This is an optimization exercise on Yosys and OpenROAD, whose aim is small area and a short achievable clock period, not a production implementation.
Function was checked by simulation only, so behaviour that the tests miss may differ from the original.
Power and IR drop assume default switching activity.

### flow/config.mk
export PLATFORM = sky130hd
export DESIGN_NAME = hfp8_codec
export DESIGN_NICKNAME = hfp8_codec
export VERILOG_FILES = /design/flow/design.v
export SDC_FILE = /design/flow/constraint.sdc
export NUM_CORES = 4
export LEC_CHECK = 0
export ABC_AREA = 1
export CAP_MARGIN = 20
export CORE_MARGIN = 2
export CORE_UTILIZATION = 60
export SLEW_MARGIN = 20
### flow/standard.sh
#!/bin/bash
# synth_recipe.tcl (not shown) runs the flow's synth.tcl, then flattens the netlist and writes it again
# the make line also repeats each setting of config.mk as NAME=value (left out here)
make -C /OpenROAD-flow-scripts/flow DESIGN_CONFIG=/design/flow/config.mk WORK_HOME=/design/flow/orfs CLKGATE_MAP_FILE= SYNTH_SCRIPT=/design/flow/synth_recipe.tcl "${@:-finish}"
### flow/constraint.sdc
create_clock -name core_clock -period 12.0 [get_ports {clk}]
set_input_delay 2.4000 -clock core_clock [delete_from_list [all_inputs] [get_ports {clk}]]
set_output_delay 2.4000 -clock core_clock [all_outputs]
set_load 0.01 [all_outputs]
### flow/flow/run.sh
#!/bin/bash
set -euo pipefail
bash standard.sh SETUP_SLACK_MARGIN=8.5 "BUFFER_PORTS_ARGS=-buffer_cell sky130_fd_sc_hd__buf_1" finish \
    > standard_flow.log 2>&1
### flow/design.v
module hfp8_enc_pre (
    input  wire [30:0] a,         
    input  wire [6:0]  ebias,     
    output wire [8:0]  s1,        
    output wire [7:0]  top,       
    output wire        lo         
);
    wire [7:0] e   = a[30:23];
    wire       hid = |e;
    assign s1  = {1'b0, e} + {2'b00, ebias} + 9'd1;
    assign top = hid ? {1'b1, a[22:16]} : a[22:15];
    assign lo  = (|a[14:0]) | (hid & a[15]);
endmodule
module hfp8_enc_lane (
    input  wire [8:0]  s1,        
    input  wire [7:0]  top,       
    input  wire        lo,        
    input  wire [2:0]  ebits,     
    input  wire [2:0]  r,         
    input  wire [5:0]  mh,        
    input  wire [6:0]  mmask,     
    input  wire [6:0]  hm,        
    output wire [6:0]  qp,        
    output wire        up,        
    output wire        ovf,       
    output wire        inexact    
);
    wire        e_ge1  = s1[8] | (s1[7] & (|s1[6:0]));       
    wire        normal = s1[8] | (s1[7] & (|s1[6:1]));       
    wire        zero   = !s1[8] && !s1[7] && ((s1[6:3] != 4'hF) || (s1[2:0] <= ebits));
    assign      ovf    = s1[8] | (s1[7] & (|(s1[6:0] & hm)));
    wire [2:0]  u  = e_ge1 ? r : (ebits - s1[2:0]);
    wire [14:0] w  = {top, 7'd0} >> u;
    wire [6:0]  n      = zero ? 7'd0 : w[14:8];
    wire        guard  = !zero && w[7];
    wire        sticky = lo || (zero ? (|top) : (|w[6:0]));
    reg  [6:0]  eh;                              
    integer k;
    always @(*) begin
        eh = 7'd0;
        for (k = 0; k < 6; k = k + 1)
            eh = eh | ((s1[6:0] << (k + 1)) & {7{mh[k]}});
    end
    assign qp      = normal ? (eh | (n & mmask)) : n;
    assign up      = guard & (sticky | n[0]);
    assign inexact = guard | sticky;
endmodule
module hfp8_dec_lane (
    input  wire        sign,
    input  wire [11:0] al,
    input  wire [6:0]  nb,       
    output wire [14:0] f
);
    wire [5:0]  E  = al[11:6];
    wire [5:0]  mt = al[5:0];
    wire        ez = (E == 6'd0);
    reg [2:0] lz;
    always @(*) begin
        casez (mt)
            6'b1?????: lz = 3'd0;
            6'b01????: lz = 3'd1;
            6'b001???: lz = 3'd2;
            6'b0001??: lz = 3'd3;
            6'b00001?: lz = 3'd4;
            6'b000001: lz = 3'd5;
            default:   lz = 3'd6;
        endcase
    end
    wire       sub_norm = ({4'd0, lz} < nb);         
    wire [7:0] exp_n    = {2'b0, E} + {1'b0, nb};
    wire [7:0] exp_s    = sub_norm ? ({1'b0, nb} - {5'd0, lz}) : 8'd0;
    wire [3:0] sh_s     = sub_norm ? ({1'b0, lz} + 4'd1) : nb[3:0];
    wire [5:0] fr_s     = mt << sh_s;
    wire       zero = ez && (mt == 6'd0);
    wire [7:0] expo = ez ? exp_s : exp_n;
    wire [5:0] fr   = ez ? fr_s : mt;
    assign f = zero ? {sign, 14'd0} : {sign, expo, fr};
endmodule
module hfp8_codec (
    input  wire         clk,
    input  wire         rst,         
    input  wire         in_valid,
    input  wire         mode,        
    input  wire [2:0]   ebits,
    input  wire [7:0]   ebias,
    input  wire [31:0]  maxpos,      
    input  wire [127:0] din,
    output wire         out_valid,
    output wire         err,
    output wire [127:0] dout
);
    genvar i;
    wire [94:0] pre;             
    wire [39:0] dcodes = {din[31:0], 8'd0};
    generate
        for (i = 0; i < 5; i = i + 1) begin : s1pre
            wire [31:0] x = (i == 4) ? maxpos : din[32*i +: 32];
            wire [8:0]  s1;
            wire [7:0]  top;
            wire        lo;
            hfp8_enc_pre u_pre (.a(x[30:0]), .ebias(ebias[6:0]), .s1(s1), .top(top), .lo(lo));
            if (i == 4) begin : m
                assign pre[19*i +: 19] = {x[31], s1, top, lo};
            end else begin : l
                wire [9:0] dc = dcodes[39 - 10*i -: 10];
                assign pre[19*i +: 19] = mode ? {dc[9], s1, dc[8:0]} : {x[31], s1, top, lo};
            end
        end
    endgenerate
    reg         s1_valid;
    reg         s1_mode;
    reg [2:0]   s1_ebits;
    reg [7:0]   s1_ebias;
    reg [94:0]  s1_x;
    always @(posedge clk) begin
        if (rst)
            s1_valid <= 1'b0;
        else
            s1_valid <= in_valid;
        s1_mode  <= mode;
        s1_ebits <= ebits;
        s1_ebias <= ebias;
        s1_x     <= pre;
    end
    wire [31:0] s1_codes = {s1_x[18], s1_x[8:0], s1_x[37], s1_x[27:19],
                            s1_x[56], s1_x[46:38], s1_x[75], s1_x[65]};
    wire [2:0] p_r     = s1_ebits - 3'd1;
    wire [5:0] p_mh    = 6'd1 << (3'd6 - s1_ebits);
    wire [6:0] p_mmask = 7'h7F >> s1_ebits;
    wire [6:0] p_hm    = 7'h7F << s1_ebits;
    wire [5:0] p_rh    = 6'd1 << p_r;
    wire [6:0] mq;
    wire       mup, movf, minexact;
    hfp8_enc_lane u_encm (
        .s1(s1_x[93:85]), .top(s1_x[84:77]), .lo(s1_x[76]),
        .ebits(s1_ebits), .r(p_r), .mh(p_mh), .mmask(p_mmask), .hm(p_hm),
        .qp(mq), .up(mup), .ovf(movf), .inexact(minexact)
    );
    wire perr = (s1_ebits == 3'd0) || (s1_ebits == 3'd7) || (s1_ebias == 8'd0) || s1_ebias[7]
             || (!s1_mode && (s1_x[94] || ((s1_x[84:77] == 8'd0) && !s1_x[76])));
    wire [51:0] s2_d;        
    generate
        for (i = 0; i < 4; i = i + 1) begin : s2lane
            wire [18:0] x = s1_x[19*i +: 19];
            wire [6:0]  qp;
            wire        up, ovf;
            hfp8_enc_lane u_enc (
                .s1(x[17:9]), .top(x[8:1]), .lo(x[0]),
                .ebits(s1_ebits), .r(p_r), .mh(p_mh), .mmask(p_mmask), .hm(p_hm),
                .qp(qp), .up(up), .ovf(ovf), .inexact()
            );
            wire [7:0] c = s1_codes[8*i +: 8];
            reg [11:0] al;
            integer k;
            always @(*) begin
                al = 12'd0;
                for (k = 0; k < 6; k = k + 1)
                    al = al | (({5'd0, c[6:0]} << k) & {12{p_rh[k]}});
            end
            assign s2_d[13*i +: 13] = s1_mode ? {c[7], al} : {x[18], qp, up, ovf, 3'b000};
        end
    endgenerate
    reg         s2_valid;
    reg         s2_mode;
    reg         s2_perr;
    reg         s2_movf;
    reg         s2_minexact;
    reg [6:0]   s2_nb;       
    reg [6:0]   s2_mq;
    reg         s2_mup;
    reg [51:0]  s2_lane;
    always @(posedge clk) begin
        if (rst)
            s2_valid <= 1'b0;
        else
            s2_valid <= s1_valid;
        s2_mode     <= s1_mode;
        s2_perr     <= perr;
        s2_movf     <= movf;
        s2_minexact <= minexact;
        s2_nb       <= ~s1_ebias[6:0];
        s2_mq       <= mq;
        s2_mup      <= mup;
        s2_lane     <= s2_d;
    end
    wire param_err = s2_perr || (!s2_mode && (s2_movf || ((s2_mq == 7'h7F) && s2_minexact)));
    wire [6:0]  mq1 = s2_mq + 7'd1;
    wire [6:0]  cm  = s2_mup ? mq1 : s2_mq;
    wire [31:0] codes;
    wire [59:0] dec;
    generate
        for (i = 0; i < 4; i = i + 1) begin : s3lane
            wire [12:0] l   = s2_lane[13*i +: 13];
            wire [6:0]  qp  = l[11:5];
            wire        up  = l[4];
            wire        ovf = l[3];
            wire [6:0]  q   = qp + {6'd0, up};
            wire [7:0]  d   = {1'b0, qp} - {1'b0, s2_mq};
            wire        ge  = !d[7];
            wire        gt  = ge && (d[6:0] != 7'd0);
            wire        gt1 = ge && (d[6:1] != 6'd0);
            wire        sel = ovf || ((up == s2_mup) ? gt : up ? ge : gt1);
            assign codes[8*i +: 8] = {l[12], sel ? cm : q};
            hfp8_dec_lane u_dec (.sign(l[12]), .al(l[11:0]), .nb(s2_nb), .f(dec[15*i +: 15]));
        end
    endgenerate
    reg          s3_valid;
    reg          s3_err;
    reg [31:0]   s3_lo;      
    reg [44:0]   s3_hi;      
    always @(posedge clk) begin
        if (rst)
            s3_valid <= 1'b0;
        else
            s3_valid <= s2_valid;
        s3_err <= param_err;
        s3_lo  <= param_err ? 32'd0 : s2_mode ? {dec[14:0], 17'd0} : codes;
        s3_hi  <= (s2_mode && !param_err) ? dec[59:15] : 45'd0;
    end
    assign out_valid = s3_valid;
    assign err       = s3_err;
    assign dout      = {s3_hi[44:30], 17'd0, s3_hi[29:15], 17'd0, s3_hi[14:0], 17'd0, s3_lo};
endmodule
==> results by group, run 1 <==
Outcome
  – Outcome: finished clean

Drt
  – Vias per cell: 6.01
  – Drt pass-1 iters: 6
  – Via count: 21162
  – Post-Route WL: 65800 um
  – DRC viols: 0
  – DRT antenna net count: 0
  – Routed length per instance: 18.7 um
  – Initial DRC count: 2215

STA
  – Worst relative slew slack: 0.159
  – Final hold violations: 0
  – Final Critical Period: 3.65 ns
  – Final Worst Setup Slack: 8.35 ns
  – Worst Tran Pin Value: 1.26 ns
  – Clk_skew: 0.0275 ns
  – Post-Route Setup TNS: 0 ns
  – Final hold slack: 0.384 ns
  – Final Slew Violations: 0
  – Final setup fails: 0
  – Unrepaired setup endpoints after global routing: yes
  – Fin crit share: 0.304
  – F_max: 0.274 GHz

Global route
  – Initial antenna violation count: 2
  – Global-route usage over all layers: 0.378
  – Total gr overflow: 0
  – Vias in the first global route: 19598
  – Global-route wire length before repair: 102000 um
  – Largest net degree at the start of global routing: 47

Floorplanning
  – Initial Utilization: 0.611
  – Number of top-level pins: 305
  – Total die area: 0.0337 mm^2
  – Die Ht: 184 um
  – Core Rows: 65
  – Width of the die: 184 um
  – Core area: 0.0316 mm^2

Cells and area
  – Share of post-route cells with drive strength above 1: 0.0870
  – Final Instance Area: 0.0222 mm^2
  – NumNets Final: 3437
  – Layout Cells excl Fill: 3519
  – Layout area overhead: 14.6%
  – Final Core Density: 0.701

Power
  – Max VDD drop: 0.127 mV
  – Leak Pwr: 10.1 nW
  – Switch Pwr: 1.66 mW
  – Internal power: 2.15 mW
  – Switch share: 0.436
  – Power consumption: 3.81 mW
  – Seq pwr share: 0.289
  – Power density over cell area: 172 mW/mm^2
  – Clock Power Share: 0.244
  – Comb pwr share: 0.467

Synthesis
  – Top cells by area, synth: dfxtp_1, nand2_1, ha_1, inv_1, a21oi_1
  – EDFF count, synth: 0
  – Area of the mapped netlist: 0.0193 mm^2
  – Yosys reg bits: 259
  – Fraction of registers with async set/reset: 0
  – Synth Flop Type: dfxtp_1
  – Seq/Total Area, Yosys: 0.268
  – Netlist cell types: 62
  – Yosys top cell by area: dfxtp_1
  – Mapped Cells: 2834
  – Post-synth top area share: 0.268
  – Synthesized area per cell: 6.82 um^2
  – YS warnings: 3

Clock tree
  – Clock slew seen by the registers of the worst setup and hold paths: 0.06 ns
  – Clk sinks: 259
  – Root buffer cell: clkbuf_16
  – H-tree levels: 1
  – TritonCTS clock tree: yes
  – CTS Buf Count: 28
  – Clock Path Buffers: 3
  – Clock latency (worst-skew pair): 0.59 ns

Setup path
  – Max Fanout on Critical Path: 23
  – Worst path arrival time: 4.04 ns
  – Critical path endpoint category: flip-flop
  – Startpoint Class: flip-flop
  – Reg-to-reg setup timing slack: 8.35 ns
  – Kind of critical path: reg2reg
  – Critical Path RT: 12.39 ns

Placed design
  – Placement Setup Slack: 7.39 ns
  – Placed Cells: 3437
  – Placed instance area: 0.0207 mm^2
  – Hpwl dp: 50500 um
  – # port buffers: 253
  – GPL Wtd Cong: 1.01

Flow run
  – Max-cap violations: 0

Min path
  – Hold WC Path Type: reg2reg
[cell type report]
| cell class | count | area (um^2) |
|---|---|---|
| Fill cell | 2695 | 9470 |
| Clock inverter | 16 | 239 |
| Clock buffer | 35 | 757 |
| Tap cell | 402 | 503 |
| Multi-Input combinational cell | 2120 | 12600 |
| Antenna cell | 1 | 2.50 |
| Timing Repair Buffer | 294 | 1340 |
| Sequential cell | 259 | 5210 |
| Inverter | 392 | 1540 |
[per-layer routing]
layer | wire length (um) | GRT usage | up-vias
met5 | 10 | 0 | -
met4 | 4780 | 0.237 | 2
met3 | 5990 | 0.0531 | 293
met2 | 30400 | 0.642 | 1221
met1 | 24600 | 0.449 | 9645
li1 | - | - | 10001
[Yosys cell counts, types with 4 or more instances]
library cell / n
nor2_2: 4
buf_1: 6
o21ai_0: 139
o21ai_4: 4
clkbuf_1: 47
nand2_4: 4
a21oi_1: 210
a2111oi_0: 11
nor3_1: 19
nand4_1: 34
o32ai_1: 7
dfxtp_1: 259
fa_1: 22
o211ai_1: 34
a221oi_1: 12
a31oi_1: 20
nand3_1: 194
ha_1: 145
nand3_2: 4
nor2_1: 262
and2_1: 5
o22ai_1: 69
nand2_2: 12
xor2_1: 73
nor4_1: 26
a22oi_1: 12
buf_2: 4
a21boi_0: 4
o21ai_2: 14
buf_4: 54
inv_2: 19
o221ai_1: 19
inv_1: 369
o2111ai_1: 12
or4_1: 4
o21ai_1: 19
or2_2: 6
o41ai_1: 5
o31ai_1: 11
nand2_1: 583
xnor2_1: 22
nand3b_1: 20
o21bai_1: 6
[power groups by stage]
stage          Clock [mW]  Sequential, mW  Combinational (mW)
3_5_place_dp            0            1.11                1.66
4_1_cts             0.938            1.09                1.70
6_report            0.930            1.10                1.78
2_1_floorplan           0            1.06                1.28
3_3_place_gp            0            1.11                1.61
5_1_grt             0.971            1.11                1.98
[kinds of logic (layout without fill, tap and decap cells)]
logic type | after synthesis | count (layout) | share of synthesized area
XOR/XNOR | 95 | 95 | 0.0430
AND/OR/NAND/NOR | 1184 | 1185 | 0.265
other | 1 | 52 | 0.000194
adder cells (fa/ha/maj) | 167 | 167 | 0.117
flip-flops | 259 | 259 | 0.268
buffers and inverters | 506 | 737 | 0.110
AO/OA/AOI/OAI | 622 | 622 | 0.197
[state kept, by name, summed over array words and instances (netlist names), 3 cells and up]
| name | flops |
|---|---|
| s2_nb | 7 |
| s1_x | 95 |
| s2_mq | 7 |
| s2_lane | 52 |
| s1_ebias | 8 |
| s3_hi | 45 |
| s1_ebits | 3 |
| s3_lo | 32 |
[cell usage in the layout, fill, tap and decap left out, drive strengths merged, types with 19 or more instances in the layout]
cell type,count
a31oi,20
nand2,600
fa,22
ha,145
nor3,19
o21ai,176
xnor2,22
a21oi,212
inv,387
nand3b,20
o211ai,34
clkbuf,41
o22ai,69
conb,51
nor2,267
nor4,27
o221ai,19
nand4,36
buf,288
dfxtp,259
nand3,198
xor2,73
[worst max-delay path, cell delays in order, from the launching register on]
cell	delay, ns
dfxtp_1	0.31
buf_4	0.25
inv_1	0.26
ha_1	0.44
nand2_1	0.64
inv_1	0.39
a2111oi_0	0.88
o221ai_1	0.29
[repair_timing]
action                                  4_1_cts  5_1_grt
hold buffers                                  0        0
pin swaps                                     3        9
resized for setup                            32       60
cloned                                        0        1
setup buffers                                14       14
endpoints found under the setup margin       72       58
[path summary, 6_finish.rpt]
check / from / endpoint / cells after the start
worst max-delay path: s1_ebits[2] / s2_lane[37] / 7
worst min-delay path: s1_ebias[5] / s2_nb[5] / 1
worst max register to register: s1_ebits[2] / s2_lane[37] / 7
worst min register to register: s1_ebias[5] / s2_nb[5] / 1
==> inputs of run 2 (changes only) <==
==> flow/flow/run.sh (replaced) <==
#!/bin/bash
set -euo pipefail
bash standard.sh SETUP_SLACK_MARGIN=8.0 "BUFFER_PORTS_ARGS=-buffer_cell sky130_fd_sc_hd__buf_1" finish \
    > standard_flow.log 2>&1
==> results by group, run 2 <==
Setup path
  – Kind of critical path: reg2reg
  – Critical path endpoint category: flip-flop
  – Worst path arrival time: 4.39 ns (+0.35 ns)
  – Reg2Reg Launch Point: s1_ebits[1]
  – R2R depth: 6 (-1)
  – Worst reg2reg endpoint: s2_lane[11]
  – Crit path largest cell delay: 1.05 ns (+0.17 ns)
  – Max Fanout on Critical Path: 19 (-17%)
  – Startpoint Class: flip-flop
  – Top cell by count, worst path: inv_1
  – Crit-path slowest cell: a2111oi_0
  – Reg-to-reg setup timing slack: 7.96 ns (-0.39 ns)
  – Cells along the critical path: inv_1 -> ha_1 -> nand2_1 -> inv_1 -> a2111oi_0 -> o221ai_1
  – Critical Path RT: 12.35 ns (-0.04 ns)

Synthesis
  – Mux share of post-synthesis cell area: 0 (unchanged)
  – Yosys top cell by area: dfxtp_1
  – Mapped Cells: 2834 (unchanged)
  – Post-synth top area share: 0.268 (unchanged)
  – Yosys reg bits: 259 (unchanged)
  – Synthesized area per cell: 6.82 um^2 (unchanged)
  – Top post-synthesis cells by count: nand2_1, inv_1, nor2_1
  – Area of the mapped netlist: 0.0193 mm^2 (unchanged)
  – Synth Flop Type: dfxtp_1
  – Synth Area in Simple Gates: 0.265 (unchanged)
  – XOR/XNOR share of the synthesized area: 0.0430 (unchanged)
  – Top cells by area, synth: dfxtp_1, nand2_1, ha_1, inv_1, a21oi_1
  – Combinational family with the most area after synthesis: simple AND/OR/NAND/NOR gates
  – Fraction of registers with async set/reset: 0 (unchanged)
  – Cell with the most instances after synthesis: nand2_1
  – YS warnings: 3 (unchanged)
  – Seq/Total Area, Yosys: 0.268 (unchanged)
  – Post-synthesis compound-gate area fraction: 0.197 (unchanged)
  – Adder-cell area share of the yosys netlist: 0.117 (unchanged)
  – EDFF count, synth: 0 (unchanged)
  – Netlist cell types: 62 (unchanged)

Power
  – Power density over cell area: 174 mW/mm^2 (+1.1%)
  – Leak Pwr: 9.98 nW (-1.7%)
  – Switch Pwr: 1.61 mW (-2.9%)
  – Comb pwr share: 0.456 (-0.011)
  – Max VDD drop: 0.142 mV (+12%)
  – Internal power: 2.12 mW (-1.3%)
  – Switch share: 0.432 (-0.00391)
  – Seq pwr share: 0.295 (+0.006)
  – Clock Power Share: 0.249 (+0.005)

Placed design
  – GPL Wtd Cong: 1.03 (+1.8%)
  – # port buffers: 253 (unchanged)
  – Placement Setup Slack: 7.36 ns (-0.0323 ns)
  – Hpwl dp: 49800 um (-1.5%)

STA
  – Worst relative slew slack: 0.240 (+0.0804)
  – Final hold violations: 0 (unchanged)
  – F_max: 0.248 GHz (-9.6%)
  – Final Slew Violations: 0 (unchanged)
  – Clk_skew: 0.00698 ns (-0.0205 ns)
  – Final Worst Setup Slack: 7.96 ns (-0.390 ns)
  – Final Critical Period: 4.04 ns (+0.390 ns)
  – Unrepaired setup endpoints after global routing: yes
  – Post-Route Setup TNS: 0 ns (unchanged)
  – Final setup fails: 0 (unchanged)
  – Worst Tran Pin Value: 1.11 ns (-0.145 ns)
  – Fin crit share: 0.337 (+0.0325)

Cells and area
  – Commonest cells after routing, fill and taps aside: nand2_1, inv_1, nor2_1
  – Most common cell after layout, fill and taps aside: nand2_1
  – Share of post-route cells with drive strength above 1: 0.0499 (-0.0371)
  – FILL cells: 2890 (+7.2%)
  – NumNets Final: 3408 (-0.84%)
  – Top reg by flops: s1_x
  – Register area: 0.00519 mm^2 (-0.36%)
  – Max FFs per register: 95 (unchanged)
  – Largest registers: s1_x: 95 flops, s2_lane: 52 flops, s3_hi: 45 flops
  – Layout area overhead: 11.1%
  – Area of the multi-input gates: 0.0122 mm^2 (-2.6%)

Flow run
  – Max-cap violations: 0 (unchanged)

Drt
  – Vias per cell: 5.92 (-1.6%)
  – Via count: 20665 (-2.3%)
  – DRC viols: 0 (unchanged)
  – Post-Route WL: 63600 um (-3.4%)
  – Initial DRC count: 1863 (-16%)
  – Routed length per instance: 18.2 um (-2.6%)
  – Drt pass-1 iters: 6 (unchanged)
  – DRT antenna net count: 0 (unchanged)

Global route
  – Initial antenna violation count: 1 (-1)
  – Global-route usage over all layers: 0.365 (-0.0124)
  – Grt peak-use layer: met2
  – Total gr overflow: 0 (unchanged)
  – Met1 Usage GRT: 0.447 (-0.00248)
  – Vias in the first global route: 19058 (-2.8%)
  – GR Util met3: 0.0404 (-0.0127)
  – Grt met2 use: 0.627 (-0.0152)
  – Global-route wire length before repair: 98400 um (-3.3%)
  – Largest net degree at the start of global routing: 47 (unchanged)

Floorplanning
  – Die Ht: 184 um (unchanged)
  – Total die area: 0.0337 mm^2 (unchanged)
  – Core Rows: 65 (unchanged)
  – Initial Utilization: 0.611 (unchanged)
  – Core area: 0.0316 mm^2 (unchanged)
  – Number of top-level pins: 305 (unchanged)
  – Width of the die: 184 um (unchanged)

Clock tree
  – H-tree levels: 1 (unchanged)
  – Post-CTS setup buffers: 0 (-14)
  – Clock slew seen by the registers of the worst setup and hold paths: 0.06 ns (about the same)
  – TritonCTS clock tree: yes
  – CTS Hold Bufs: 0 (unchanged)
  – Root buffer cell: clkbuf_16
  – Clk sinks: 259 (unchanged)
  – Clock Path Buffers: 3 (unchanged)
  – CTS Buf Count: 28 (unchanged)
  – Clock latency (worst-skew pair): 0.56 ns (-0.03 ns)

Min path
  – Hold Startpoint: s1_ebias[5]
  – Hold WC Path Type: reg2reg
  – Hold Path Depth: 1 (unchanged)
  – Hold endpoint: s2_nb[5]

Outcome
  – Outcome: finished clean
-- run 2: cell types whose count changed in the layout (fill, tap and decap cells not counted), sizes merged --
cell / change
buf: -23
clkinvlp: -9
clkinv: +7
clkbuf: -2
bufinv: -1
inv: +1
nand2: -1
-- run 2: timing repair --
item | in CTS | in global routing
endpoints found under the setup margin | 2 | 26
gates resized for setup | 2 | 18
gates cloned | 0 | 0
-- run 2: layer usage --
metal  vias up  wire length, um  share of wire
li1       9931                -              -
met1      9414            25000           0.39
met2      1093            29600           0.46
met3       227             5100          0.080
met4         0             3970          0.062
met5         -                0              0
-- run 2: power groups by stage --
stage	registers [mW]	logic [mW]	clock network [mW]
after floorplan	1.06	1.27	0
after global placement	1.11	1.60	0
after detailed placement	1.11	1.64	0
after CTS	1.09	1.66	0.941
after global routing	1.11	1.90	0.972
final	1.10	1.70	0.929
-- run 2: worst max path at each step --
stage	from	endpoint	slack, ns	cells past startpoint
after detailed placement	ebias[1]	s1_x[35]	7.36	11
final	s1_ebits[1]	s2_lane[11]	7.96	6
after CTS	din[89]	s1_x[38]	8.08	6
after global placement	ebias[1]	s1_x[35]	7.56	11
after global routing	s2_lane[31]	s3_hi[20]	7.97	20
after floorplan	maxpos[26]	s1_x[76]	8.21	4
-- run 2: layout make-up --
class,count,area share
Antenna cell,1,0.000116
Clock buffer,38,0.0386
Clock inverter,14,0.00891
Inverter,392,0.0688
Multi-Input combinational cell,2119,0.570
Sequential cell,259,0.242
Tap cell,402,0.0234
Timing Repair Buffer,266,0.0488
-- run 2: per-stage QoR --
step,power (mW),hold slack [ns],utilization,std cells,cell area [um^2]
after floorplan,2.34,0.329,-,2884,19500
after global placement,2.71,0.362,0.645,3438,20400
after detailed placement,2.75,0.361,0.645,3438,20400
after CTS,3.69,0.376,0.678,3490,21400
after global routing,3.98,0.401,0.679,3490,21500
final,3.73,0.376,0.679,3491,21500
-- run 2: kinds of logic (layout without fill, tap and decap cells) --
family          count (synthesis)  count (layout)
simple gates                 1184            1184
compound gates                622             622
buf+inv                       506             710
flops                         259             259
fa+ha+maj                     167             167
xor+xnor                       95              95
other cells                     1              52
-- run 2: critical path, delay by kind of cell (launching register included) --
kind                       cells  cell delay [ns]
AOI/OAI and AO/OA              2             1.43
DFF                            1             0.78
buffers and inverters          2             0.76
and+or+nand+nor                1             0.51
adders and majority gates      1             0.35
==> inputs of run 3 (changes only) <==
--- a/flow/design.v
+++ b/flow/design.v
@@ -111,6 +111,11 @@
     reg         s1_mode;
     reg [2:0]   s1_ebits;
     reg [7:0]   s1_ebias;
+    reg [2:0]   p_r;         
+    reg [5:0]   p_mh;        
+    reg [6:0]   p_mmask;     
+    reg [6:0]   p_hm;        
+    reg [5:0]   p_rh;        
     reg [94:0]  s1_x;
     always @(posedge clk) begin
         if (rst)
@@ -120,15 +125,15 @@
         s1_mode  <= mode;
         s1_ebits <= ebits;
         s1_ebias <= ebias;
+        p_r      <= ebits - 3'd1;
+        p_mh     <= 6'd1 << (3'd6 - ebits);
+        p_mmask  <= 7'h7F >> ebits;
+        p_hm     <= 7'h7F << ebits;
+        p_rh     <= 6'd1 << (ebits - 3'd1);
         s1_x     <= pre;
     end
     wire [31:0] s1_codes = {s1_x[18], s1_x[8:0], s1_x[37], s1_x[27:19],
                             s1_x[56], s1_x[46:38], s1_x[75], s1_x[65]};
-    wire [2:0] p_r     = s1_ebits - 3'd1;
-    wire [5:0] p_mh    = 6'd1 << (3'd6 - s1_ebits);
-    wire [6:0] p_mmask = 7'h7F >> s1_ebits;
-    wire [6:0] p_hm    = 7'h7F << s1_ebits;
-    wire [5:0] p_rh    = 6'd1 << p_r;
     wire [6:0] mq;
     wire       mup, movf, minexact;
     hfp8_enc_lane u_encm (
==> flow/flow/run.sh (replaced) <==
#!/bin/bash
set -euo pipefail
bash standard.sh SETUP_SLACK_MARGIN=8.5 "BUFFER_PORTS_ARGS=-buffer_cell sky130_fd_sc_hd__buf_1" finish \
    > standard_flow.log 2>&1
==> results by group, run 3 <==
Outcome
  – Outcome: finished clean

Drt
  – Initial DRC count: 2136 (+15%)
  – Routed length per instance: 19.6 um (+7.7%)
  – DRT antenna net count: 0 (unchanged)
  – Drt pass-1 iters: 7 (+1)
  – Via count: 21236 (+2.8%)
  – Post-Route WL: 69200 um (+8.8%)
  – DRC viols: 0 (unchanged)
  – Vias per cell: 6.02 (+1.7%)

Min path
  – Hold WC Path Type: reg2reg
  – Hold Startpoint: s2_valid

Synthesis
  – Mapped Cells: 2812 (-0.78%)
  – Top cells by area, synth: dfxtp_1, nand2_1, ha_1, inv_1, a21oi_1
  – Synth Flop Type: dfxtp_1
  – Top post-synthesis cells by count: nand2_1, inv_1, dfxtp_1
  – Netlist cell types: 70 (+13%)
  – Post-synth top area share: 0.286 (+0.0177)
  – Synthesized area per cell: 7.00 um^2 (+2.6%)
  – EDFF count, synth: 0 (unchanged)
  – Yosys top cell by area: dfxtp_1
  – Seq/Total Area, Yosys: 0.286 (+0.0177)
  – Yosys reg bits: 281 (+8.5%)
  – YS warnings: 3 (unchanged)
  – Cell with the most instances after synthesis: nand2_1
  – Area of the mapped netlist: 0.0197 mm^2 (+1.8%)
  – Fraction of registers with async set/reset: 0 (unchanged)

STA
  – Final Slew Violations: 0 (unchanged)
  – F_max: 0.287 GHz (+16%)
  – Final hold violations: 0 (unchanged)
  – Final Critical Period: 3.49 ns (-0.551 ns)
  – Post-Route Setup TNS: 0 ns (unchanged)
  – Unrepaired setup endpoints after global routing: no
  – Worst Tran Pin Value: 1.22 ns (+0.109 ns)
  – Final setup fails: 0 (unchanged)
  – Fin crit share: 0.291 (-0.0459)
  – Worst relative slew slack: 0.165 (-0.0744)
  – Clk_skew: 0.0148 ns (+0.00786 ns)

Power
  – Power density over cell area: 178 mW/mm^2 (+2.3%)
  – Max VDD drop: 0.141 mV (-1.0%)
  – Leak Pwr: 10.3 nW (+2.9%)
  – Power consumption: 4.01 mW (+7.5%)

Clock tree
  – CTS Hold Bufs: 0 (unchanged)
  – Clock Path Buffers: 3 (unchanged)
  – Clock latency (worst-skew pair): 0.57 ns (about the same)
  – TritonCTS clock tree: yes
  – Clk sinks: 281 (+8.5%)
  – H-tree levels: 1 (unchanged)
  – Root buffer cell: clkbuf_16
  – Clock slew seen by the registers of the worst setup and hold paths: 0.07 ns (about the same)
  – CTS Buf Count: 30 (+7.1%)

Cells and area
  – Largest registers: s1_x: 95 flops, s2_lane: 52 flops, s3_hi: 45 flops
  – # diodes: 0 (-1)
  – Most common cell after layout, fill and taps aside: nand2_1
  – Share of post-route cells with drive strength above 1: 0.0931 (+0.0432)
  – Commonest cells after routing, fill and taps aside: nand2_1, inv_1, dfxtp_1
  – Top reg by flops: s1_x
  – Max FFs per register: 95 (unchanged)
  – Final Instance Area: 0.0226 mm^2 (+5.1%)
  – NumNets Final: 3398 (-0.29%)
  – Layout area overhead: 14.7%

Setup path
  – Critical Path RT: 12.47 ns (+0.12 ns)
  – Worst path arrival time: 3.95 ns (-0.44 ns)
  – Reg2Reg Launch Point: s2_lane[17]
  – Critical path endpoint category: flip-flop
  – Startpoint Class: primary input
  – Max Fanout on Critical Path: 11 (-8)
  – Kind of critical path: in2reg
  – CP Launch Point: ebias[1]

Floorplanning
  – Number of top-level pins: 305 (unchanged)
  – Core area: 0.0325 mm^2 (+2.6%)
  – Core Rows: 66 (+1.5%)
  – Width of the die: 185 um (+0.87%)
  – Die Ht: 185 um (+0.87%)
  – Initial Utilization: 0.606 (-0.00479)
  – Total die area: 0.0343 mm^2 (+1.7%)

Placed design
  – # port buffers: 253 (unchanged)
  – Hpwl dp: 53100 um (+6.7%)
  – GPL Wtd Cong: 1.05 (+1.7%)
  – Placed instance area: 0.0210 mm^2 (+2.9%)

Global route
  – Largest net degree at the start of global routing: 41 (-13%)
  – Global-route usage over all layers: 0.386 (+0.0213)
  – Vias in the first global route: 19767 (+3.7%)
  – Initial antenna violation count: 2 (+1)
  – Global-route wire length before repair: 104000 um (+5.3%)
  – Total gr overflow: 0 (unchanged)

Flow run
  – Max-cap violations: 0 (unchanged)
## run 3: cell count changes after synthesis, moves of 7 or more
| cell | delta |
|---|---|
| xor2_1 | -9 |
| inv_1 | -13 |
| a221oi_1 | +10 |
| a21oi_1 | -8 |
| o221ai_1 | +11 |
| a31oi_1 | -7 |
| dfxtp_1 | +22 |
| o21ai_1 | -7 |
| nor2_1 | -38 |
| nand2_1 | +8 |
## run 3: final timing paths
path,end,slack (ns),cells past startpoint
setup / recovery,s1_x[35],8.51,11
hold / removal,s3_valid,0.41,2
setup reg to reg,s3_hi[4],8.57,19
hold reg to reg,s3_valid,0.41,2
## run 3: cell families after synthesis
kind of cell             after synthesis  share of synthesized area
buffers and inverters                503                      0.110
AND/OR/NAND/NOR                     1158                      0.256
other                                  1                   0.000191
AO/OA/AOI/OAI                        621                      0.198
XOR/XNOR                              87                     0.0387
flip-flops                           281                      0.286
adder cells (fa/ha/maj)              161                      0.111
## run 3: metrics by stage
step | std cells | utilization | hold slack [ns] | setup WS, ns
detailed placement | 3447 | 0.647 | 0.396 | 7.36
global route | 3526 | 0.696 | 0.429 | 8.40
global placement | 3447 | 0.647 | 0.392 | 7.51
CTS | 3508 | 0.685 | 0.406 | 8.50
floorplan | 2862 | - | 0.329 | 8.35
finish | 3526 | 0.696 | 0.406 | 8.51
## run 3: where the power goes
part	total [mW]	switching (mW)	leakage [nW]	internal, mW
logic	1.77	1.15	7.39	0.624
registers	1.21	0.162	2.34	1.05
clock network	1.03	0.389	0.535	0.639
## run 3: worst max-delay path, stage by stage
cell	delay (ns)
buf_6	0.15
ha_1	0.33
nand3_1	0.10
nand2_1	0.09
a21oi_1	0.13
inv_1	0.10
a21oi_4	0.21
nor2_1	0.06
o21ai_1	0.13
nand2_1	0.10
xor2_1	0.14
## run 3: cell type report
type,count,area [um^2]
well taps,442,553
multi-input cells,2078,12500
fillers,2742,9870
clock inverters,17,279
repair buffers,284,1220
flip-flops and latches,281,5650
clock buffers,37,828
inverters,387,1510
## run 3: what timing repair did
item	4_1_cts	5_1_grt
endpoints found under the hold margin	0	0
pin swaps	1	12
buffers inserted	7	18
resized for setup	25	63
setup endpoints to repair	39	55
## run 3: routing by layer
layer  vias up  part of all wire  GRT usage
met5         -           0.00019          0
met4         2             0.079      0.268
met3       359             0.087     0.0590
met2      1280              0.46      0.646
met1      9649              0.37      0.456
li1       9946                 -          -
==> inputs of run 4 (changes only) <==
==> flow/flow/run.sh (replaced) <==
#!/bin/bash
set -euo pipefail
bash standard.sh SETUP_SLACK_MARGIN=8.8 "BUFFER_PORTS_ARGS=-buffer_cell sky130_fd_sc_hd__buf_1" finish \
    > standard_flow.log 2>&1
==> results by group, run 4 <==
Global route
  – Total gr overflow: 0 (unchanged)
  – Vias in the first global route: 20196 (+2.2%)
  – GR Util met3: 0.0637 (+0.00472)
  – Global-route wire length before repair: 108000 um (+4.6%)
  – Largest net degree at the start of global routing: 38 (-7.3%)
  – Global-route usage over all layers: 0.406 (+0.0198)
  – Grt met2 use: 0.686 (+0.0394)
  – Met1 Usage GRT: 0.474 (+0.0180)
  – Initial antenna violation count: 0 (-2)
  – Grt peak-use layer: met2

Cells and area
  – Share of post-route cells with drive strength above 1: 0.181 (+0.0875)
  – Layout area overhead: 22.1%
  – Max FFs per register: 95 (unchanged)
  – FILL cells: 2420 (-12%)
  – NumNets Final: 3469 (+2.1%)
  – Commonest cells after routing, fill and taps aside: nand2_1, inv_1, dfxtp_1
  – Top reg by flops: s1_x
  – Layout Cells excl Fill: 3594 (+1.9%)
  – Most common cell after layout, fill and taps aside: nand2_1
  – Largest registers: s1_x: 95 flops, s2_lane: 52 flops, s3_hi: 45 flops
  – # diodes: 0 (unchanged)

Floorplanning
  – Core area: 0.0325 mm^2 (unchanged)
  – Initial Utilization: 0.606 (unchanged)
  – Total die area: 0.0343 mm^2 (unchanged)
  – Number of top-level pins: 305 (unchanged)
  – Core Rows: 66 (unchanged)
  – Die Ht: 185 um (unchanged)
  – Width of the die: 185 um (unchanged)

Drt
  – DRT antenna net count: 0 (unchanged)
  – DRC viols: 0 (unchanged)
  – Routed length per instance: 21.4 um (+9.4%)
  – Drt pass-1 iters: 7 (unchanged)
  – Vias per cell: 6.24 (+3.6%)
  – Via count: 22432 (+5.6%)
  – Initial DRC count: 2394 (+12%)
  – Post-Route WL: 77100 um (+11%)

Synthesis
  – Synth Flop Type: dfxtp_1
  – Yosys reg bits: 281 (unchanged)
  – EDFF count, synth: 0 (unchanged)
  – Post-synth top area share: 0.286 (unchanged)
  – Netlist cell types: 70 (unchanged)
  – Top cells by area, synth: dfxtp_1, nand2_1, ha_1, inv_1, a21oi_1
  – YS warnings: 3 (unchanged)
  – Area of the mapped netlist: 0.0197 mm^2 (unchanged)
  – Synthesized area per cell: 7.00 um^2 (unchanged)
  – Cell with the most instances after synthesis: nand2_1
  – Mapped Cells: 2812 (unchanged)
  – Fraction of registers with async set/reset: 0 (unchanged)
  – Seq/Total Area, Yosys: 0.286 (unchanged)
  – Yosys top cell by area: dfxtp_1
  – Top post-synthesis cells by count: nand2_1, inv_1, dfxtp_1

Placed design
  – GPL Wtd Cong: 1.02 (-2.4%)
  – Hpwl dp: 53900 um (+1.5%)
  – Placed Cells: 3450 (+0.087%)
  – # port buffers: 253 (unchanged)

Setup path
  – Critical path endpoint category: output port
  – Crit-path slowest cell: dfxtp_1
  – CP Launch Point: s3_hi[41]
  – Critical Path RT: 9.60 ns (-2.87 ns)
  – Reg-to-reg setup timing slack: 8.66 ns (+0.09 ns)
  – Reg2Reg Launch Point: s2_lane[43]
  – CP top delay family: flip-flops
  – CP bufs+invs: 1 (-1)
  – Startpoint Class: flip-flop
  – Crit path largest cell delay: 0.48 ns (+0.15 ns)
  – Kind of critical path: reg2out
  – Cells along the critical path: buf_2
  – Worst path arrival time: 1.26 ns (-2.69 ns)
  – Max Fanout on Critical Path: 1 (-10)

Clock tree
  – Root buffer cell: clkbuf_16
  – Clock Path Buffers: 3 (unchanged)
  – CTS Hold Bufs: 0 (unchanged)
  – CTS Buf Count: 29 (-3.3%)
  – Clock slew seen by the registers of the worst setup and hold paths: 0.06 ns (about the same)
  – H-tree levels: 1 (unchanged)
  – Clk sinks: 281 (unchanged)
  – TritonCTS clock tree: yes
  – Clock latency (worst-skew pair): 0.59 ns (+0.02 ns)

STA
  – Fin crit share: 0.305 (+0.0141)
  – Unrepaired setup endpoints after global routing: yes
  – F_max: 0.273 GHz (-4.6%)
  – Worst Tran Pin Value: 1.15 ns (-0.0720 ns)
  – Final Critical Period: 3.66 ns (+0.169 ns)
  – Worst relative slew slack: 0.226 (+0.0610)
  – Final Slew Violations: 0 (unchanged)
  – Clk_skew: 0.0151 ns (+0.000251 ns)
  – Final hold violations: 0 (unchanged)
  – Final setup fails: 0 (unchanged)
  – Post-Route Setup TNS: 0 ns (unchanged)

Min path
  – Hold Startpoint: s2_valid
  – Hold WC Path Type: reg2reg

Outcome
  – Outcome: finished clean

Power
  – Leak Pwr: 11.1 nW (+7.9%)
  – Max VDD drop: 0.125 mV (-11%)
  – Power density over cell area: 171 mW/mm^2 (-3.5%)

Flow run
  – Max-cap violations: 0 (unchanged)
## run 4: per-layer routing
| metal | part of all wire | wire, um |
|---|---|---|
| met1 | 0.36 | 27900 |
| met2 | 0.46 | 35600 |
| met3 | 0.092 | 7120 |
| met4 | 0.084 | 6460 |
| met5 | 0 | 0 |
## run 4: what timing repair did
| item | in CTS | in global routing |
|---|---|---|
| gates cloned | 1 | 4 |
| setup endpoints to repair | 198 | 152 |
| pin swaps | 29 | 77 |
| setup buffers | 40 | 49 |
| gates resized for setup | 189 | 208 |
## run 4: per-stage QoR
stage                     instance area, um^2  setup slack [ns]  total power, mW  hold slack, ns   util
after floorplan                         20200              8.36             2.43           0.329      -
after global placement                  21100              7.56             2.82           0.395  0.650
after detailed placement                21100              7.36             2.87           0.404  0.650
after CTS                               22800              8.55             3.84           0.419  0.703
after global routing                    24000              8.32             4.34           0.431  0.741
final                                   24000              8.34             4.12           0.415  0.741
## run 4: path summary, 6_finish.rpt
kind	endpoint	depth (start not counted)
setup / recovery	dout[124]	1
hold / removal	s3_valid	2
setup reg to reg	s3_hi[41]	15
hold reg to reg	s3_valid	2
## run 4: layout make-up
type                       instances  area, um^2  share of cell area
clock inverter                    11         119             0.00495
multi-input combinational       2081       13100               0.544
sequential                       281        5700               0.237
timing repair buffer             351        2180              0.0909
timing repair inverter             2        15.0            0.000625
tap                              442         553              0.0230
inverter                         387        1560              0.0650
clock buffer                      39         823              0.0343
## run 4: report_power, final
| part | switching, mW | leakage, nW | total (mW) | internal (mW) |
|---|---|---|---|---|
| combinational | 1.26 | 8.26 | 1.99 | 0.734 |
| sequential | 0.166 | 2.35 | 1.22 | 1.05 |
| clock | 0.391 | 0.466 | 0.912 | 0.521 |
| total | 1.81 | 11.1 | 4.12 | 2.30 |
## run 4: cell families (layout without fill, tap and decap cells)
logic type | Yosys count | in the layout | share of synthesized area
AOI/OAI and AO/OA | 621 | 622 | 0.198
xor gates and xnor gates | 87 | 87 | 0.0387
adders and majority gates | 161 | 161 | 0.111
buffers and inverters | 503 | 790 | 0.110
DFF | 281 | 281 | 0.286
other | 1 | 51 | 0.000191
and+or+nand+nor | 1158 | 1160 | 0.256
## run 4: worst reg2reg max path: stages, from the launching register on
cell and delay [ns]:
dfxtp_4 0.40, clkinvlp_4 0.16, ha_4 0.22, nand4_1 0.16, o21ai_2 0.10, inv_2 0.10, nand3_4 0.09, inv_4 0.09
a31oi_4 0.05, ha_4 0.19, fa_2 0.38, o21ai_4 0.21, a21oi_4 0.12, nor2_2 0.27, nand3_1 0.16, a21oi_1 0.49
==> inputs of run 5 (changes only) <==
==> flow/flow/run.sh (replaced) <==
#!/bin/bash
set -euo pipefail
bash standard.sh SETUP_SLACK_MARGIN=8.6 "BUFFER_PORTS_ARGS=-buffer_cell sky130_fd_sc_hd__buf_1" finish \
    > standard_flow.log 2>&1
==> results by group, run 5 <==
Setup path
  – Max Fanout on Critical Path: 1 (unchanged)
  – Reg-to-reg setup timing slack: 8.70 ns (+0.04 ns)
  – CP bufs+invs: 1 (unchanged)
  – Cells along the critical path: buf_2
  – Critical path endpoint category: output port
  – Startpoint Class: flip-flop
  – R2R depth: 18 (+3)
  – Worst reg2reg endpoint: s3_lo[18]
  – Crit-path slowest cell: dfxtp_1
  – Reg2Reg Launch Point: s2_nb[0]
  – Critical Path RT: 9.60 ns (about the same)
  – Worst path arrival time: 1.02 ns (-0.24 ns)
  – Crit path largest cell delay: 0.32 ns (-0.16 ns)
  – CP top delay family: flip-flops
  – Kind of critical path: reg2out

Power
  – Switch share: 0.429 (-0.0114)
  – Seq pwr share: 0.310 (+0.015)
  – Leak Pwr: 10.7 nW (-3.7%)
  – Power consumption: 3.91 mW (-4.9%)
  – Power density over cell area: 170 mW/mm^2 (-0.81%)
  – Max VDD drop: 0.131 mV (+4.7%)
  – Comb pwr share: 0.458 (-0.025)
  – Clock Power Share: 0.232 (+0.010)
  – Internal power: 2.24 mW (-3.0%)
  – Switch Pwr: 1.68 mW (-7.4%)

STA
  – Worst Tran Pin Value: 1.12 ns (-0.0326 ns)
  – Post-Route Setup TNS: 0 ns (unchanged)
  – Unrepaired setup endpoints after global routing: yes
  – Final hold slack: 0.392 ns (-0.0224 ns)
  – Final Worst Setup Slack: 8.58 ns (+0.238 ns)
  – Final Slew Violations: 0 (unchanged)
  – F_max: 0.292 GHz (+7.0%)
  – Fin crit share: 0.285 (-0.0198)
  – Worst relative slew slack: 0.237 (+0.0106)
  – Final Critical Period: 3.42 ns (-0.238 ns)
  – Final hold violations: 0 (unchanged)
  – Clk_skew: 0.0252 ns (+0.0101 ns)
  – Final setup fails: 0 (unchanged)

Placed design
  – # port buffers: 253 (unchanged)
  – Placement Setup Slack: 7.39 ns (+0.0355 ns)
  – Placed Cells: 3449 (-0.029%)
  – Placed instance area: 0.0210 mm^2 (-0.32%)
  – Hpwl dp: 52500 um (-2.6%)
  – GPL Wtd Cong: 1.01 (-1.1%)

Synthesis
  – Synth Flop Type: dfxtp_1
  – Mapped Cells: 2812 (unchanged)
  – Synth Area in Simple Gates: 0.256 (unchanged)
  – Synthesized area per cell: 7.00 um^2 (unchanged)
  – Netlist cell types: 70 (unchanged)
  – Top cells by area, synth: dfxtp_1, nand2_1, ha_1, inv_1, a21oi_1
  – Fraction of registers with async set/reset: 0 (unchanged)
  – Post-synth top area share: 0.286 (unchanged)
  – Area of the mapped netlist: 0.0197 mm^2 (unchanged)
  – Seq/Total Area, Yosys: 0.286 (unchanged)
  – Cell with the most instances after synthesis: nand2_1
  – Combinational family with the most area after synthesis: simple AND/OR/NAND/NOR gates
  – YS warnings: 3 (unchanged)
  – Yosys top cell by area: dfxtp_1
  – Post-synthesis compound-gate area fraction: 0.198 (unchanged)
  – XOR/XNOR share of the synthesized area: 0.0387 (unchanged)
  – EDFF count, synth: 0 (unchanged)
  – Mux share of post-synthesis cell area: 0 (unchanged)
  – Yosys reg bits: 281 (unchanged)
  – Top post-synthesis cells by count: nand2_1, inv_1, dfxtp_1
  – Adder-cell area share of the yosys netlist: 0.111 (unchanged)

Clock tree
  – Root buffer cell: clkbuf_16
  – CTS Buf Count: 28 (-3.4%)
  – Clock Path Buffers: 3 (unchanged)
  – Clock slew seen by the registers of the worst setup and hold paths: 0.06 ns (about the same)
  – H-tree levels: 1 (unchanged)
  – Clock latency (worst-skew pair): 0.58 ns (about the same)
  – TritonCTS clock tree: yes
  – Clk sinks: 281 (unchanged)

Global route
  – Vias in the first global route: 19394 (-4.0%)
  – Grt peak-use layer: met2
  – Global-route wire length before repair: 101000 um (-6.4%)
  – Total gr overflow: 0 (unchanged)
  – Met1 Usage GRT: 0.447 (-0.0271)
  – GR Util met3: 0.0521 (-0.0116)
  – Global-route usage over all layers: 0.379 (-0.0274)
  – Grt met2 use: 0.653 (-0.0327)
  – Largest net degree at the start of global routing: 41 (+7.9%)
  – Initial antenna violation count: 1 (+1)

Floorplanning
  – Die Ht: 185 um (unchanged)
  – Total die area: 0.0343 mm^2 (unchanged)
  – Initial Utilization: 0.606 (unchanged)
  – Core Rows: 66 (unchanged)
  – Number of top-level pins: 305 (unchanged)
  – Core area: 0.0325 mm^2 (unchanged)
  – Width of the die: 185 um (unchanged)

Drt
  – DRC viols: 0 (unchanged)
  – Post-Route WL: 68000 um (-12%)
  – Drt pass-1 iters: 8 (+1)
  – Via count: 21204 (-5.5%)
  – DRT antenna net count: 0 (unchanged)
  – Initial DRC count: 2070 (-14%)
  – Vias per cell: 6.00 (-3.9%)
  – Routed length per instance: 19.2 um (-10%)

Cells and area
  – Final Instance Area: 0.0230 mm^2 (-4.2%)
  – Top reg by flops: s1_x
  – Layout area overhead: 17.0%
  – Layout Cells excl Fill: 3535 (-1.6%)
  – Largest registers: s1_x: 95 flops, s2_lane: 52 flops, s3_hi: 45 flops
  – Most common cell after layout, fill and taps aside: nand2_1
  – Final Core Density: 0.710 (-0.0308)
  – # diodes: 0 (unchanged)
  – Share of post-route cells with drive strength above 1: 0.141 (-0.0399)
  – Max FFs per register: 95 (unchanged)
  – NumNets Final: 3409 (-1.7%)
  – Commonest cells after routing, fill and taps aside: nand2_1, inv_1, dfxtp_1

Min path
  – Hold Path Depth: 1 (-1)
  – Hold Startpoint: s1_ebias[5]
  – Hold WC Path Type: reg2reg
  – Hold endpoint: s2_nb[5]

Outcome
  – Outcome: finished clean

Flow run
  – Max-cap violations: 0 (unchanged)
## run 5: cell types whose count changed in the layout (fill, tap and decap cells not counted), moves of 10 or more
cell / change
inv_1: +10
nand2_2: -14
buf_2: -16
a21oi_1: +15
a21oi_2: -14
nand3_1: +10
buf_4: -41
nand2_1: +17
## run 5: worst max-delay path by stage
stage                     startpoint  endpoint  slack [ns]  cells after the start
after floorplan             ebias[2]  s1_x[16]        8.35                     10
after global placement      ebias[1]  s1_x[16]        7.53                     11
after detailed placement    ebias[1]  s1_x[16]        7.39                     11
after CTS                   ebias[1]  s1_x[16]        8.55                     11
after global routing       s3_hi[26]  dout[92]        8.54                      1
final                      s3_hi[26]  dout[92]        8.58                      1
## run 5: worst register-to-register path, delay by kind of cell, from the launching register on
| kind | cells | cell delay (ns) |
|---|---|---|
| compound gates | 2 | 0.30 |
| buf+inv | 4 | 0.64 |
| flops | 1 | 0.69 |
| fa+ha+maj | 2 | 0.72 |
| simple gates | 10 | 0.85 |
## run 5: layer usage
metal,wire [um],share of wire
met5,0,0
met4,4500,0.066
met3,5900,0.087
met2,32200,0.47
met1,25500,0.37
## run 5: power by group through the flow
stage	clock [mW]	sequential [mW]	combinational (mW)
2_1_floorplan	0	1.15	1.28
3_3_place_gp	0	1.21	1.60
3_5_place_dp	0	1.21	1.65
4_1_cts	0.916	1.20	1.68
5_1_grt	0.954	1.22	2.00
6_report	0.908	1.21	1.79
## run 5: final cells by class
type / instances / area, um^2
clock buffers: 38 / 798
well taps: 442 / 553
inverters: 387 / 1510
repair inverters: 1 / 7.51
fillers: 2705 / 9420
repair buffers: 294 / 1680
clock inverters: 12 / 164
flip-flops and latches: 281 / 5710
multi-input cells: 2080 / 12600
## run 5: repair_timing
item	4_1_cts	5_1_grt
gates resized for setup	132	150
endpoints found under the hold margin	0	0
endpoints found under the setup margin	136	126
setup buffers	7	26
gates cloned	0	3
hold buffers	0	0
pin swaps	4	21
## run 5: kinds of logic after synthesis
| kind of cell | Yosys count |
|---|---|
| XOR/XNOR | 87 |
| AND/OR/NAND/NOR | 1158 |
| flip-flops | 281 |
| other | 1 |
| AO/OA/AOI/OAI | 621 |
| adder cells (fa/ha/maj) | 161 |
| buffers and inverters | 503 |
==> inputs of run 6 (changes only) <==
--- a/flow/config.mk
+++ b/flow/config.mk
@@ -5,7 +5,7 @@
 export SDC_FILE = /design/flow/constraint.sdc
 export NUM_CORES = 4
 export LEC_CHECK = 0
-export ABC_AREA = 1
+export ABC_AREA = 0
 export CAP_MARGIN = 20
 export CORE_MARGIN = 2
 export CORE_UTILIZATION = 60
==> results by group, run 6 <==
Synthesis
  – Netlist cell types: 89 (+27%)
  – EDFF count, synth: 0 (unchanged)
  – Synth Flop Type: dfxtp_1
  – Top post-synthesis cells by count: dfxtp_1, nor2_1, a21oi_1
  – YS warnings: 3 (unchanged)
  – Post-synth top area share: 0.289 (+0.00286)
  – Fraction of registers with async set/reset: 0 (unchanged)
  – Top cells by area, synth: dfxtp_1, ha_1, mux2i_1, a21oi_1, a22oi_1
  – Yosys top cell by area: dfxtp_1
  – Cell with the most instances after synthesis: dfxtp_1
  – Synthesized area per cell: 8.45 um^2 (+21%)
  – Area of the mapped netlist: 0.0195 mm^2 (-0.99%)
  – Yosys reg bits: 281 (unchanged)
  – Seq/Total Area, Yosys: 0.289 (+0.00286)
  – Mapped Cells: 2306 (-18%)

Floorplanning
  – Core Rows: 65 (-1.5%)
  – Die Ht: 184 um (-0.49%)
  – Total die area: 0.0339 mm^2 (-0.97%)
  – Initial Utilization: 0.613 (+0.00634)
  – Number of top-level pins: 305 (unchanged)
  – Core area: 0.0318 mm^2 (-2.0%)
  – Width of the die: 184 um (-0.49%)

Drt
  – Drt pass-1 iters: 12 (+4)
  – Initial DRC count: 2232 (+7.8%)
  – DRT antenna net count: 0 (unchanged)
  – Routed length per instance: 21.6 um (+12%)
  – Post-Route WL: 65200 um (-4.2%)
  – Vias per cell: 6.34 (+5.7%)
  – Via count: 19130 (-9.8%)
  – DRC viols: 0 (unchanged)

Power
  – Power consumption: 3.92 mW (+0.19%)
  – Power density over cell area: 167 mW/mm^2 (-1.6%)
  – Leak Pwr: 9.83 nW (-7.9%)
  – Max VDD drop: 0.106 mV (-19%)

Placed design
  – # port buffers: 253 (unchanged)
  – Hpwl dp: 46300 um (-12%)
  – Placement Setup Slack: 7.19 ns (-0.200 ns)
  – Placed instance area: 0.0206 mm^2 (-2.1%)
  – GPL Wtd Cong: 1.03 (+1.8%)

Cells and area
  – Final Core Density: 0.738 (+0.0279)
  – Final Instance Area: 0.0235 mm^2 (+1.8%)
  – Share of post-route cells with drive strength above 1: 0.195 (+0.0542)
  – Largest registers: s1_x: 95 flops, s2_lane: 52 flops, s3_hi: 45 flops
  – Layout area overhead: 20.4%
  – Most common cell after layout, fill and taps aside: dfxtp_1
  – Max FFs per register: 95 (unchanged)
  – Top reg by flops: s1_x
  – NumNets Final: 2896 (-15%)
  – Commonest cells after routing, fill and taps aside: dfxtp_1, nor2_1, buf_1

Global route
  – Global-route usage over all layers: 0.357 (-0.0221)
  – Largest net degree at the start of global routing: 69 (+68%)
  – Total gr overflow: 0 (unchanged)
  – Vias in the first global route: 17560 (-9.5%)
  – Global-route wire length before repair: 95500 um (-5.8%)
  – Initial antenna violation count: 3 (+2)

STA
  – Final Slew Violations: 0 (unchanged)
  – Final setup fails: 0 (unchanged)
  – Fin crit share: 0.298 (+0.0126)
  – Post-Route Setup TNS: 0 ns (unchanged)
  – Final Critical Period: 3.57 ns (+0.152 ns)
  – Unrepaired setup endpoints after global routing: yes
  – Clk_skew: 0.0144 ns (-0.0108 ns)
  – Final hold violations: 0 (unchanged)
  – F_max: 0.280 GHz (-4.2%)
  – Final Worst Setup Slack: 8.43 ns (-0.152 ns)
  – Worst Tran Pin Value: 1.09 ns (-0.0214 ns)
  – Worst relative slew slack: 0.270 (+0.0325)

Clock tree
  – Clock latency (worst-skew pair): 0.55 ns (-0.03 ns)
  – Clock Path Buffers: 3 (unchanged)
  – H-tree levels: 1 (unchanged)
  – CTS Hold Bufs: 0 (unchanged)
  – Clock slew seen by the registers of the worst setup and hold paths: 0.06 ns (about the same)
  – CTS Buf Count: 28 (unchanged)
  – Root buffer cell: clkbuf_16
  – TritonCTS clock tree: yes
  – Clk sinks: 281 (unchanged)

Setup path
  – Critical path endpoint category: flip-flop
  – Crit path largest cell delay: 0.37 ns (+0.05 ns)
  – Critical Path RT: 12.47 ns (+2.87 ns)
  – CP bufs+invs: 4 (+3)
  – Cells along the critical path: buf_1 -> inv_4 -> ha_4 -> inv_2 -> fa_2 -> nand2_1 -> nand2_1 -> a21oi_2 -> o21bai_1 -> a21oi_2 -> buf_4 -> xnor2_2
  – Max Fanout on Critical Path: 2 (+1)
  – CP top delay family: adder cells
  – Startpoint Class: primary input
  – Worst path arrival time: 4.04 ns (+3.02 ns)
  – Kind of critical path: in2reg
  – Crit-path slowest cell: fa_2

Min path
  – Hold WC Path Type: reg2reg

Outcome
  – Outcome: finished clean

Flow run
  – Max-cap violations: 0 (unchanged)
## run 6: cell count changes after synthesis, moves of 36 or more
cell / before / now
clkbuf_1: 44 / 99
a21oi_1: 202 / 148
a22oi_1: 8 / 95
o21ai_0: 139 / 99
a222oi_1: 0 / 38
inv_1: 356 / 117
o22ai_1: 66 / 9
nand2_1: 591 / 142
nand3_1: 192 / 52
nor2b_1: 0 / 72
mux2i_1: 0 / 138
nor2_1: 224 / 188
## run 6: logic make-up (layout without fill, tap and decap cells)
| kind of cell | Yosys count | in the layout | share of synthesized area |
|---|---|---|---|
| xor gates and xnor gates | 97 | 97 | 0.0436 |
| AOI/OAI and AO/OA | 629 | 629 | 0.218 |
| other | 1 | 52 | 0.000192 |
| adders and majority gates | 164 | 164 | 0.113 |
| DFF | 281 | 281 | 0.289 |
| buffers and inverters | 306 | 532 | 0.0722 |
| and+or+nand+nor | 648 | 648 | 0.165 |
| muxes | 180 | 180 | 0.0982 |
## run 6: where the power goes
part           switching, mW  leakage, nW  internal (mW)
Combinational          0.973         6.99          0.782
Clock                  0.365        0.485          0.563
Sequential             0.195         2.35           1.04
Total                   1.53         9.83           2.39
## run 6: worst paths after layout
check / from / endpoint / slack, ns / cells past startpoint
setup / recovery: din[55] / s1_x[34] / 8.43 / 12
hold / removal: s1_ebias[6] / s2_nb[6] / 0.42 / 1
setup reg to reg: s2_lane[1] / s3_lo[20] / 8.47 / 16
hold reg to reg: s1_ebias[6] / s2_nb[6] / 0.42 / 1
## run 6: repair_timing
action / CTS / global route
setup endpoints to repair: 157 / 140
resized for setup: 183 / 166
cloned: 0 / 1
pin swaps: 41 / 64
buffers inserted: 57 / 34
## run 6: final cells by class
cell class	instances	area, um^2
multi-input cells	1769	13500
fillers	2417	8340
flip-flops and latches	281	5720
repair buffers	362	2240
clock buffers	38	820
well taps	435	544
inverters	118	488
clock inverters	14	180
diodes	1	2.50
## run 6: metrics by stage
step / hold WS (ns) / cells
2_1_floorplan: 0.329 / 2356
3_3_place_gp: 0.395 / 2873
3_5_place_dp: 0.397 / 2873
4_1_cts: 0.410 / 2982
5_1_grt: 0.424 / 3018
6_report: 0.419 / 3018
## run 6: metal layers
layer	up-vias	track usage	wire length [um]	share of wire
met4	4	0.193	4050	0.062
met5	-	0	23	0.00035
met2	1113	0.596	30800	0.47
li1	8832	-	-	-
met1	8936	0.446	24800	0.38
met3	245	0.0480	5490	0.084
==> inputs of run 7 (changes only) <==
--- a/flow/config.mk
+++ b/flow/config.mk
@@ -5,8 +5,8 @@
 export SDC_FILE = /design/flow/constraint.sdc
 export NUM_CORES = 4
 export LEC_CHECK = 0
-export ABC_AREA = 0
+export ABC_AREA = 1
 export CAP_MARGIN = 20
 export CORE_MARGIN = 2
-export CORE_UTILIZATION = 60
+export CORE_UTILIZATION = 50
 export SLEW_MARGIN = 20
==> results by group, run 7 <==
Outcome
  – Outcome: finished clean

Synthesis
  – YS warnings: 3 (unchanged)
  – Top cells by area, synth: dfxtp_1, nand2_1, ha_1, inv_1, a21oi_1
  – Top post-synthesis cells by count: nand2_1, inv_1, dfxtp_1
  – EDFF count, synth: 0 (unchanged)
  – Fraction of registers with async set/reset: 0 (unchanged)
  – Synthesized area per cell: 7.00 um^2 (-17%)
  – Netlist cell types: 70 (-21%)
  – Mapped Cells: 2812 (+22%)
  – Post-synth top area share: 0.286 (-0.00286)
  – Yosys top cell by area: dfxtp_1
  – Yosys reg bits: 281 (unchanged)
  – Synth Flop Type: dfxtp_1
  – Seq/Total Area, Yosys: 0.286 (-0.00286)
  – Area of the mapped netlist: 0.0197 mm^2 (+1.0%)
  – Cell with the most instances after synthesis: nand2_1

Drt
  – DRC viols: 0 (unchanged)
  – Vias per cell: 5.68 (-10%)
  – Via count: 20592 (+7.6%)
  – DRT antenna net count: 0 (unchanged)
  – Initial DRC count: 1724 (-23%)
  – Drt pass-1 iters: 6 (-6)
  – Routed length per instance: 18.7 um (-13%)
  – Post-Route WL: 67800 um (+4.1%)

Placed design
  – Hpwl dp: 53500 um (+16%)
  – GPL Wtd Cong: 1.01 (-2.0%)
  – Placed instance area: 0.0211 mm^2 (+2.8%)
  – # port buffers: 253 (unchanged)
  – Placement Setup Slack: 7.44 ns (+0.244 ns)

Clock tree
  – Clk sinks: 281 (unchanged)
  – CTS Hold Bufs: 0 (unchanged)
  – Clock slew seen by the registers of the worst setup and hold paths: 0.07 ns (about the same)
  – Root buffer cell: clkbuf_16
  – TritonCTS clock tree: yes
  – CTS Buf Count: 30 (+7.1%)
  – Clock latency (worst-skew pair): 0.58 ns (+0.03 ns)
  – H-tree levels: 1 (unchanged)
  – Clock Path Buffers: 3 (unchanged)

Global route
  – Global-route usage over all layers: 0.318 (-0.0385)
  – Vias in the first global route: 19085 (+8.7%)
  – Global-route wire length before repair: 103000 um (+8.1%)
  – Largest net degree at the start of global routing: 41 (-41%)
  – Total gr overflow: 0 (unchanged)
  – Initial antenna violation count: 2 (-1)

Power
  – Leak Pwr: 10.7 nW (+8.9%)
  – Power density over cell area: 168 mW/mm^2 (+0.36%)
  – Max VDD drop: 0.137 mV (+29%)

Setup path
  – Critical Path RT: 9.60 ns (-2.87 ns)
  – Worst path arrival time: 1.02 ns (-3.02 ns)
  – Startpoint Class: flip-flop
  – CP bufs+invs: 1 (-3)
  – Crit path largest cell delay: 0.33 ns (-0.04 ns)
  – Max Fanout on Critical Path: 1 (-1)
  – Critical path endpoint category: output port
  – Cells along the critical path: buf_6
  – Kind of critical path: reg2out
  – CP top delay family: flip-flops
  – Crit-path slowest cell: dfxtp_2

STA
  – Final hold violations: 0 (unchanged)
  – Final Critical Period: 3.42 ns (-0.148 ns)
  – Post-Route Setup TNS: 0 ns (unchanged)
  – Final Worst Setup Slack: 8.58 ns (+0.148 ns)
  – Unrepaired setup endpoints after global routing: yes
  – Final hold slack: 0.400 ns (-0.0185 ns)
  – Worst relative slew slack: 0.260 (-0.00908)
  – Final Slew Violations: 0 (unchanged)
  – F_max: 0.292 GHz (+4.3%)
  – Clk_skew: 0.0301 ns (+0.0158 ns)
  – Fin crit share: 0.285 (-0.0123)
  – Worst Tran Pin Value: 1.10 ns (+0.00772 ns)
  – Final setup fails: 0 (unchanged)

Floorplanning
  – Initial Utilization: 0.508 (-0.105)
  – Core Rows: 72 (+11%)
  – Die Ht: 202 um (+9.9%)
  – Number of top-level pins: 305 (unchanged)
  – Total die area: 0.0410 mm^2 (+21%)
  – Core area: 0.0387 mm^2 (+22%)
  – Width of the die: 202 um (+9.9%)

Flow run
  – Max-cap violations: 0 (unchanged)

Cells and area
  – Share of post-route cells with drive strength above 1: 0.140 (-0.0548)
  – # diodes: 0 (-1)
  – Commonest cells after routing, fill and taps aside: nand2_1, inv_1, dfxtp_1
  – Max FFs per register: 95 (unchanged)
  – Layout area overhead: 17.4%
  – Most common cell after layout, fill and taps aside: nand2_1
  – Final Instance Area: 0.0231 mm^2 (-1.5%)
  – Largest registers: s1_x: 95 flops, s2_lane: 52 flops, s3_hi: 45 flops
  – NumNets Final: 3419 (+18%)
  – FILL cells: 3700 (+53%)
  – Top reg by flops: s1_x

Min path
  – Hold WC Path Type: reg2reg
-- run 7: cell types whose count changed after synthesis, moves of 40 or more --
cell / change
a21oi_1: +54
a22oi_1: -87
clkbuf_1: -55
inv_1: +239
mux2i_1: -138
nand2_1: +449
nand3_1: +140
nor2b_1: -72
o21ai_0: +40
o22ai_1: +57
-- run 7: metal layers --
metal | track usage | wire length [um]
met5 | 0 | 13
met4 | 0.195 | 4630
met3 | 0.0427 | 4910
met2 | 0.527 | 30900
met1 | 0.392 | 27300
-- run 7: layout make-up --
cell class	instances	area [um^2]	share of cell area
sequential	281	5680	0.246
inverter	387	1520	0.0657
clock inverter	13	90.1	0.00390
timing repair buffer	301	1630	0.0703
clock buffer	43	890	0.0385
tap	518	648	0.0281
multi-input combinational	2081	12600	0.547
timing repair inverter	1	7.51	0.000325
-- run 7: worst paths after layout --
kind,start,to,cells after the start,slack (ns)
worst max-delay path,s3_lo[24],dout[24],1,8.58
worst min-delay path,s1_valid,s2_valid,2,0.40
worst max register to register,s2_lane[18],s3_hi[3],18,8.72
worst min register to register,s1_valid,s2_valid,2,0.40
-- run 7: cells by family (layout without fill, tap and decap cells) --
| logic type | Yosys count | after routing | share of synthesized area |
|---|---|---|---|
| and+or+nand+nor | 1158 | 1160 | 0.256 |
| DFF | 281 | 281 | 0.286 |
| buffers and inverters | 503 | 745 | 0.110 |
| adders and majority gates | 161 | 161 | 0.111 |
| AOI/OAI and AO/OA | 621 | 622 | 0.198 |
| xor gates and xnor gates | 87 | 87 | 0.0387 |
| other | 1 | 51 | 0.000191 |
-- run 7: through the flow --
stage / instances / power [mW] / util
2_1_floorplan: 2862 / 2.43 / -
3_3_place_gp: 3529 / 2.82 / 0.546
3_5_place_dp: 3529 / 2.86 / 0.546
4_1_cts: 3594 / 3.78 / 0.579
5_1_grt: 3625 / 4.16 / 0.596
6_report: 3625 / 3.88 / 0.596
-- run 7: what timing repair did --
| action | 4_1_cts | 5_1_grt |
|---|---|---|
| resized for setup | 128 | 125 |
| pin swaps | 2 | 34 |
| cloned | 0 | 4 |
| buffers inserted | 9 | 27 |
| endpoints found under the setup margin | 128 | 133 |
-- run 7: power breakdown --
part	internal, mW	switching, mW	total, mW
Clock	0.516	0.379	0.895
Sequential	1.05	0.165	1.21
Combinational	0.651	1.12	1.77

-- re-timing with driven ports --
Ports are ideal in the flow. The routed layouts listed here were re-timed in OpenROAD. Step 1 assumes that a clkbuf_16 drives the clock port and a buf_2 every other input. Step 2 times the ports against the registers' clock, not the clock port: input delays grow and output delays shrink by t, the midpoint of the rising clock arrivals with the driver on. a / b / c = no drivers / after step 1 / after step 2; a / b = the first two.
run | shift t [ns] | slack for setup (ns) | latest minus earliest clock arrival (ns) | cell pins on the clock port's net
run 1 | 0.624 | 8.351 / 8.351 / 7.893 | 0.027 / 0.028 | 1
run 2 | 0.609 | 7.961 / 7.961 / 7.663 | 0.009 / 0.009 | 1
run 3 | 0.619 | 8.512 / 8.476 / 7.914 | 0.015 / 0.015 | 1
run 4 | 0.639 | 8.343 / 8.290 / 7.818 | 0.017 / 0.017 | 1
run 5 | 0.623 | 8.581 / 8.523 / 8.040 | 0.026 / 0.027 | 1
run 6 | 0.600 | 8.429 / 8.442 / 7.842 | 0.016 / 0.016 | 1
run 7 | 0.628 | 8.577 / 8.519 / 8.060 | 0.032 / 0.032 | 1
After both steps setup and hold are still met in every run listed. For run 3, which loses most, drivers alone change the setup slack by -0.036 ns; drivers and shift together by -0.598 ns.
